This is an optimization exercise on Yosys and OpenROAD, whose aim is small area, a short achievable clock period and few clock cycles per item, not a production implementation. Only simulation tests tie the RTL to the original design; equivalence was not proved.

==> v28: inputs <==
// dxt_codec
module dxt_codec (
    input  wire         clk,
    input  wire         rst,
    input  wire         in_valid,
    output wire         in_ready,
    input  wire [2:0]   in_op,
    input  wire [511:0] in_data,
    output wire         out_valid,
    input  wire         out_ready,
    output wire [511:0] out_data
);
Settings: LEC_CHECK=0, CAP_MARGIN=20, CORE_MARGIN=2, CORE_UTILIZATION=40, SLEW_MARGIN=20; clock period 20.0 ns.
standard.sh (not shown) runs the stock make flow with config.mk's settings and CLKGATE_MAP_FILE= SYNTH_SCRIPT=/design/flow/synth_recipe.tcl, a recipe that flattens the netlist after the stock synthesis.
==> flow/flow/run.sh <==
#!/bin/bash
# Own layout flow: the standard ORFS flow with two changes. Synthesis maps
# the logic with ABC alone (no full/half-adder cell extraction) using the
# script in flow/abc.script, and the layout's timing repair aims for the setup
# slack margin in flow/margin.txt (the clock and constraints are unchanged). The registers must come out exactly as in the standard
# synthesis (same names and cell types); run.sh checks this and falls back to
# the standard netlist if they do not.
set -uo pipefail
D=$(pwd)
P=${FLOW_PLATFORM:-sky130hd}
MK=(make -C "$FLOW_HOME" DESIGN_CONFIG="$D/config.mk" CLKGATE_MAP_FILE= CAP_MARGIN=20 CORE_MARGIN=2 CORE_UTILIZATION=40 SLEW_MARGIN=20)

# 1. the standard synthesis, for reference
"${MK[@]}" WORK_HOME="$D/orfs_std" SYNTH_SCRIPT="$D/synth_recipe.tcl" synth > "$D/synth_standard.log" 2>&1 \
  || { echo "standard synthesis failed"; exit 1; }
STD="$D/orfs_std/results/$P/dxt_codec/base/1_2_yosys.v"

# 2. this flow's synthesis, in the layout's work folder
export OWN_ABC_SCRIPT="$D/flow/abc.script"
"${MK[@]}" WORK_HOME="$D/orfs" SYNTH_SCRIPT="$D/flow/own_synth.tcl" synth > "$D/synth_own.log" 2>&1 \
  || { echo "own synthesis failed"; exit 1; }
OWN="$D/orfs/results/$P/dxt_codec/base/1_2_yosys.v"

regs() { python3 "$D/flow/regs.py" "$1"; }
if ! cmp -s <(regs "$STD") <(regs "$OWN"); then
  echo "register sets differ; using the standard netlist"
  diff <(regs "$STD") <(regs "$OWN") | head -20
  cp "$STD" "$OWN"
  touch "$OWN"
fi

# 4. the rest of the standard flow on that netlist, as standard.sh runs it
#    but with the repair margin
M=$(cat "$D/flow/margin.txt")
"${MK[@]}" WORK_HOME="$D/orfs" SYNTH_SCRIPT="$D/synth_recipe.tcl" SETUP_SLACK_MARGIN="$M" finish > "$D/layout.log" 2>&1 \
  || { echo "layout failed"; tail -20 "$D/layout.log"; exit 1; }
F="$D/orfs/results/$P/dxt_codec/base/6_final.odb"
: # left out here: write the final layout as DEF
==> flow/flow/abc.script <==
strash
dch
map -B 0.9
topo
stime -c
buffer -c
upsize -c
dnsize -c
==> flow/flow/margin.txt <==
12
==> flow/flow/own_synth.tcl <==
# The standard synthesis (synth_recipe.tcl) with two changes: no full/half
# adder extraction (ADDER_MAP_FILE cleared), and the final ABC mapping uses
# the script named by OWN_ABC_SCRIPT.
proc synth {args} { yosys synth -nofsm -noshare {*}$args }
proc abc {args} {
  set i [lsearch -exact $args -script]
  if {$i >= 0} { lset args [expr {$i + 1}] $::env(OWN_ABC_SCRIPT) }
  yosys abc {*}$args
}
set ::env(ADDER_MAP_FILE) ""
source $::env(SCRIPTS_DIR)/synth.tcl
# left out here: clear keep_hierarchy, flatten, clean up, hide names made inside functions, write 1_2_yosys.v
==> flow/flow/regs.py <==
# Lists a netlist's flip-flops as "instance cell-type" (drive strength dropped).
import re, sys
txt = open(sys.argv[1]).read()
out = []
for cell, inst in re.findall(r"\b(sky130_fd_sc_hd__\w*(?:df|dl)\w*?)_\d+\s+(\\?\S+)\s*\(", txt):
    out.append(f"{inst} {cell}")
print("\n".join(sorted(out)))
==> v21: changes against v28 <==
--- a/flow/flow/run.sh
+++ b/flow/flow/run.sh
@@ -1,14 +1,13 @@
 #!/bin/bash
 # Own layout flow: the standard ORFS flow with two changes. Synthesis maps
-# the logic with ABC alone (no full/half-adder cell extraction) using the
-# script in flow/abc.script, and the layout's timing repair aims for the setup
+# the logic with the ABC script in flow/abc.script, and the layout's timing repair aims for the setup
 # slack margin in flow/margin.txt (the clock and constraints are unchanged). The registers must come out exactly as in the standard
 # synthesis (same names and cell types); run.sh checks this and falls back to
 # the standard netlist if they do not.
 set -uo pipefail
 D=$(pwd)
 P=${FLOW_PLATFORM:-sky130hd}
-MK=(make -C "$FLOW_HOME" DESIGN_CONFIG="$D/config.mk" CLKGATE_MAP_FILE= CAP_MARGIN=20 CORE_MARGIN=2 CORE_UTILIZATION=40 SLEW_MARGIN=20)
+MK=(make -C "$FLOW_HOME" DESIGN_CONFIG="$D/config.mk" CLKGATE_MAP_FILE=)
 
 # 1. the standard synthesis, for reference
 "${MK[@]}" WORK_HOME="$D/orfs_std" SYNTH_SCRIPT="$D/synth_recipe.tcl" synth > "$D/synth_standard.log" 2>&1 \
@@ -32,7 +31,7 @@
 # 4. the rest of the standard flow on that netlist, as standard.sh runs it
 #    but with the repair margin
 M=$(cat "$D/flow/margin.txt")
-"${MK[@]}" WORK_HOME="$D/orfs" SYNTH_SCRIPT="$D/synth_recipe.tcl" SETUP_SLACK_MARGIN="$M" finish > "$D/layout.log" 2>&1 \
+"${MK[@]}" WORK_HOME="$D/orfs" SYNTH_SCRIPT="$D/synth_recipe.tcl" SETUP_SLACK_MARGIN="$M" MAX_REPAIR_ANTENNAS_ITER_DRT=12 finish > "$D/layout.log" 2>&1 \
   || { echo "layout failed"; tail -20 "$D/layout.log"; exit 1; }
 F="$D/orfs/results/$P/dxt_codec/base/6_final.odb"
 : # left out here: write the final layout as DEF
==> flow/flow/abc.script (replaced) <==
strash
&get -n
&st
&syn2
&if -g -K 6
&synch2
&nf
&put
strash
dch
map -D 1000 -a
topo
upsize -c
dnsize -c
==> flow/flow/own_synth.tcl (replaced) <==
# The standard synthesis (synth_recipe.tcl) with one change: the final ABC
# mapping uses the script named by OWN_ABC_SCRIPT.
proc synth {args} { yosys synth -nofsm -noshare {*}$args }
proc abc {args} {
  set i [lsearch -exact $args -script]
  if {$i >= 0} { lset args [expr {$i + 1}] $::env(OWN_ABC_SCRIPT) }
  yosys abc {*}$args
}
source $::env(SCRIPTS_DIR)/synth.tcl
# left out here: clear keep_hierarchy, flatten, clean up, hide names made inside functions, write 1_2_yosys.v
==> flow/flow/regs.py (replaced) <==
# Lists a netlist's flip-flops and latches as "instance cell-type" (drive
# strength dropped).
import re, sys
txt = open(sys.argv[1]).read()
out = []
for cell, inst in re.findall(r"\b(sky130_fd_sc_hd__(?:e?s?df\w*?|dl[xr]\w*?|dlclk\w*?))_\d+\s+(\\?\S+)\s*\(", txt):
    out.append(f"{inst} {cell}")
print("\n".join(sorted(out)))
--- a/flow/config.mk
+++ b/flow/config.mk
@@ -7,5 +7,6 @@
 export LEC_CHECK = 0
 export CAP_MARGIN = 20
 export CORE_MARGIN = 2
-export CORE_UTILIZATION = 40
+export CORE_UTILIZATION = 25
+export PLACE_DENSITY = 0.35
 export SLEW_MARGIN = 20
==> v14: changes against v28 <==
==> flow/run.sh (new file) <==
#!/bin/bash
# synth_recipe.tcl (not shown) runs the flow's synth.tcl, then flattens the netlist and writes it again
# the make line also repeats each setting of config.mk as NAME=value (left out here)
make -C /OpenROAD-flow-scripts/flow DESIGN_CONFIG=/design/flow/config.mk WORK_HOME=/design/flow/orfs CLKGATE_MAP_FILE= SYNTH_SCRIPT=/design/flow/synth_recipe.tcl finish
--- a/flow/config.mk
+++ b/flow/config.mk
@@ -7,5 +7,7 @@
 export LEC_CHECK = 0
 export CAP_MARGIN = 20
 export CORE_MARGIN = 2
-export CORE_UTILIZATION = 40
+export CORE_UTILIZATION = 30
+export PLACE_DENSITY = 0.45
+export SETUP_SLACK_MARGIN = 5
 export SLEW_MARGIN = 20
removed: flow/flow/run.sh
removed: flow/flow/abc.script
removed: flow/flow/margin.txt
removed: flow/flow/own_synth.tcl
removed: flow/flow/regs.py
removed: flow/standard.sh
==> v26: changes against v28 <==
--- a/flow/flow/run.sh
+++ b/flow/flow/run.sh
@@ -1,14 +1,13 @@
 #!/bin/bash
 # Own layout flow: the standard ORFS flow with two changes. Synthesis maps
-# the logic with ABC alone (no full/half-adder cell extraction) using the
-# script in flow/abc.script, and the layout's timing repair aims for the setup
+# the logic with the ABC script in flow/abc.script, and the layout's timing repair aims for the setup
 # slack margin in flow/margin.txt (the clock and constraints are unchanged). The registers must come out exactly as in the standard
 # synthesis (same names and cell types); run.sh checks this and falls back to
 # the standard netlist if they do not.
 set -uo pipefail
 D=$(pwd)
 P=${FLOW_PLATFORM:-sky130hd}
-MK=(make -C "$FLOW_HOME" DESIGN_CONFIG="$D/config.mk" CLKGATE_MAP_FILE= CAP_MARGIN=20 CORE_MARGIN=2 CORE_UTILIZATION=40 SLEW_MARGIN=20)
+MK=(make -C "$FLOW_HOME" DESIGN_CONFIG="$D/config.mk" CLKGATE_MAP_FILE=)
 
 # 1. the standard synthesis, for reference
 "${MK[@]}" WORK_HOME="$D/orfs_std" SYNTH_SCRIPT="$D/synth_recipe.tcl" synth > "$D/synth_standard.log" 2>&1 \
==> flow/flow/abc.script (replaced) <==
strash
&get -n
&st
&syn2
&if -g -K 6
&synch2
&nf
&put
strash
dch
map -D 1000 -a
topo
upsize -c
dnsize -c
==> flow/flow/own_synth.tcl (replaced) <==
# The standard synthesis (synth_recipe.tcl) with one change: the final ABC
# mapping uses the script named by OWN_ABC_SCRIPT.
proc synth {args} { yosys synth -nofsm -noshare {*}$args }
proc abc {args} {
  set i [lsearch -exact $args -script]
  if {$i >= 0} { lset args [expr {$i + 1}] $::env(OWN_ABC_SCRIPT) }
  yosys abc {*}$args
}
source $::env(SCRIPTS_DIR)/synth.tcl
# left out here: clear keep_hierarchy, flatten, clean up, hide names made inside functions, write 1_2_yosys.v
==> flow/flow/regs.py (replaced) <==
# Lists a netlist's flip-flops and latches as "instance cell-type" (drive
# strength dropped).
import re, sys
txt = open(sys.argv[1]).read()
out = []
for cell, inst in re.findall(r"\b(sky130_fd_sc_hd__(?:e?s?df\w*?|dl[xr]\w*?|dlclk\w*?))_\d+\s+(\\?\S+)\s*\(", txt):
    out.append(f"{inst} {cell}")
print("\n".join(sorted(out)))
--- a/flow/config.mk
+++ b/flow/config.mk
@@ -7,5 +7,6 @@
 export LEC_CHECK = 0
 export CAP_MARGIN = 20
 export CORE_MARGIN = 2
-export CORE_UTILIZATION = 40
+export CORE_UTILIZATION = 30
+export PLACE_DENSITY = 0.45
 export SLEW_MARGIN = 20
==> results.py <==
metrics = {
    "run_status": {
        "outcome": "finished with violations",
        "failed_checks": "antenna rules",
    },
    "worst_setup_path": {
        "crit_fanout": 33,
    },
    "drt": {
        "postRouteAntennaNets": 1,
    },
    "final_layout": {
        "drive_above_1_share_pct": 12.0,
        "final-nonclk-buf-share_pct": 6.31,
        "seqCellArea_um2": 49800,
    },
    "global_routing": {
        "grt_pass1_vias": 249000,
        "antenna_found_initial": 375,
    },
    "clock_tree": {
        "post-cts-setup-buffers": 14,
    },
    "timing": {
        "post-route-min-period_ns": 14.32,
        "timing.final.crit_share_pct": 71.6,
        "fmax_ghz": 0.0698,
    },
    "logic_synthesis": {
        "avgSynthCellArea_um2": 9.14,
    },
}
That was v14.
==> results.py <==
metrics = {
    "final_layout": {
        "clkCellAreaFrac_pct": 2.02,
        "final-nonclk-buf-share_pct": 12.6,
        "drive_above_1_share_pct": 24.6,
        "seqCellArea_um2": 49800,
    },
    "drt": {
        "postRouteAntennaNets": 1,
        "wl_um": 1800000,
    },
    "timing": {
        "post-route-min-period_ns": 11.25,
        "fmax_ghz": 0.0889,
        "timing.final.crit_share_pct": 56.3,
    },
    "clock_tree": {
        "cts.sinks": 1659,
        "post-cts-setup-buffers": 1577,
    },
    "run_status": {
        "outcome": "finished with violations",
        "failed_checks": "antenna rules",
    },
    "worst_setup_path": {
        "crit_fanout": 7,
    },
    "logic_synthesis": {
        "avgSynthCellArea_um2": 7.95,
    },
    "global_routing": {
        "grt_pass1_vias": 278000,
    },
}
That was v26.
==> results.py <==
metrics = {
    "run_status": {
        "outcome": "no timing/DRC/antenna violations",
    },
    "timing": {
        "post-route-min-period_ns": 11.30,
        "fmax_ghz": 0.0885,
        "hold_viol": 0,
        "worst_pin_slew_ns": 1.29,
        "timing.final.crit_share_pct": 56.5,
    },
    "clock_tree": {
        "cts.sinks": 1659,
        "post-cts-setup-buffers": 1677,
    },
    "worst_setup_path": {
        "crit_fanout": 6,
        "reg2reg_depth": 63,
    },
    "final_layout": {
        "seqCellArea_um2": 49800,
        "final-nonclk-buf-share_pct": 13.3,
        "drive_above_1_share_pct": 25.3,
    },
    "global_routing": {
        "grt_pass1_wl_um": 2570000,
        "antenna_found_initial": 386,
        "grt_pass1_vias": 281000,
    },
    "drt": {
        "postRouteAntennaNets": 0,
    },
}
That was v21.
==> results.py <==
metrics = {
    "drt": {
        "wl_met3_um": 243000,
        "postRouteAntennaNets": 4,
    },
    "final_layout": {
        "drive_above_1_share_pct": 27.1,
        "final-nonclk-buf-share_pct": 11.3,
        "seqCellArea_um2": 49800,
    },
    "global_routing": {
        "grt_pass1_vias": 263000,
        "antenna_found_initial": 364,
        "grt_max_degree": 149,
    },
    "worst_setup_path": {
        "crit_fanout": 15,
        "endpoint": "aidx[11]$_DFFE_PN_",
    },
    "timing": {
        "fmax_ghz": 0.0834,
        "timing.final.crit_share_pct": 60.0,
        "worst_pin_slew_ns": 1.41,
    },
    "clock_tree": {
        "post-cts-setup-buffers": 1306,
    },
    "run_status": {
        "outcome": "finished with violations",
        "failed_checks": "antenna rules",
    },
}
That was v28.
Testbench counts of v28, summed over its fixed seeds: cycles 4,024, items 4,000.
Testbench counts of v21, summed over its fixed seeds: cycles 4,024, items 4,000.
Testbench counts of v14, summed over its fixed seeds: cycles 4,024, items 4,000.
Testbench counts of v26, summed over its fixed seeds: cycles 4,024, items 4,000.

## port drivers added, routing unchanged
The results above use ideal ports. As a check the final layouts listed here were re-extracted and re-timed, cells and wires unchanged. Step 1 (the two cells are an assumption about what drives the block):
set clk [get_ports {clk}]
set_driving_cell -lib_cell sky130_fd_sc_hd__clkbuf_16 $clk
set_driving_cell -lib_cell sky130_fd_sc_hd__buf_2 [delete_from_list [all_inputs] $clk]
Step 2 times the ports against the registers' clock, not the clock port: input delays grow and output delays shrink by t, the midpoint of the rising clock arrivals with the driver on. Three values: ideal, step 1, step 2; two values: the first two.
run	shift t [ns]	setup slack, ns	hold WS [ns]
v28	1.144	8.006 / 8.006 / 8.006	0.352 / 0.352 / 0.352
v21	1.157	8.701 / 8.701 / 8.701	0.393 / 0.393 / 0.393
v14	1.155	5.678 / 5.678 / 5.678	0.384 / 0.384 / 0.384
v26	1.204	8.749 / 8.749 / 8.749	0.360 / 0.360 / 0.360
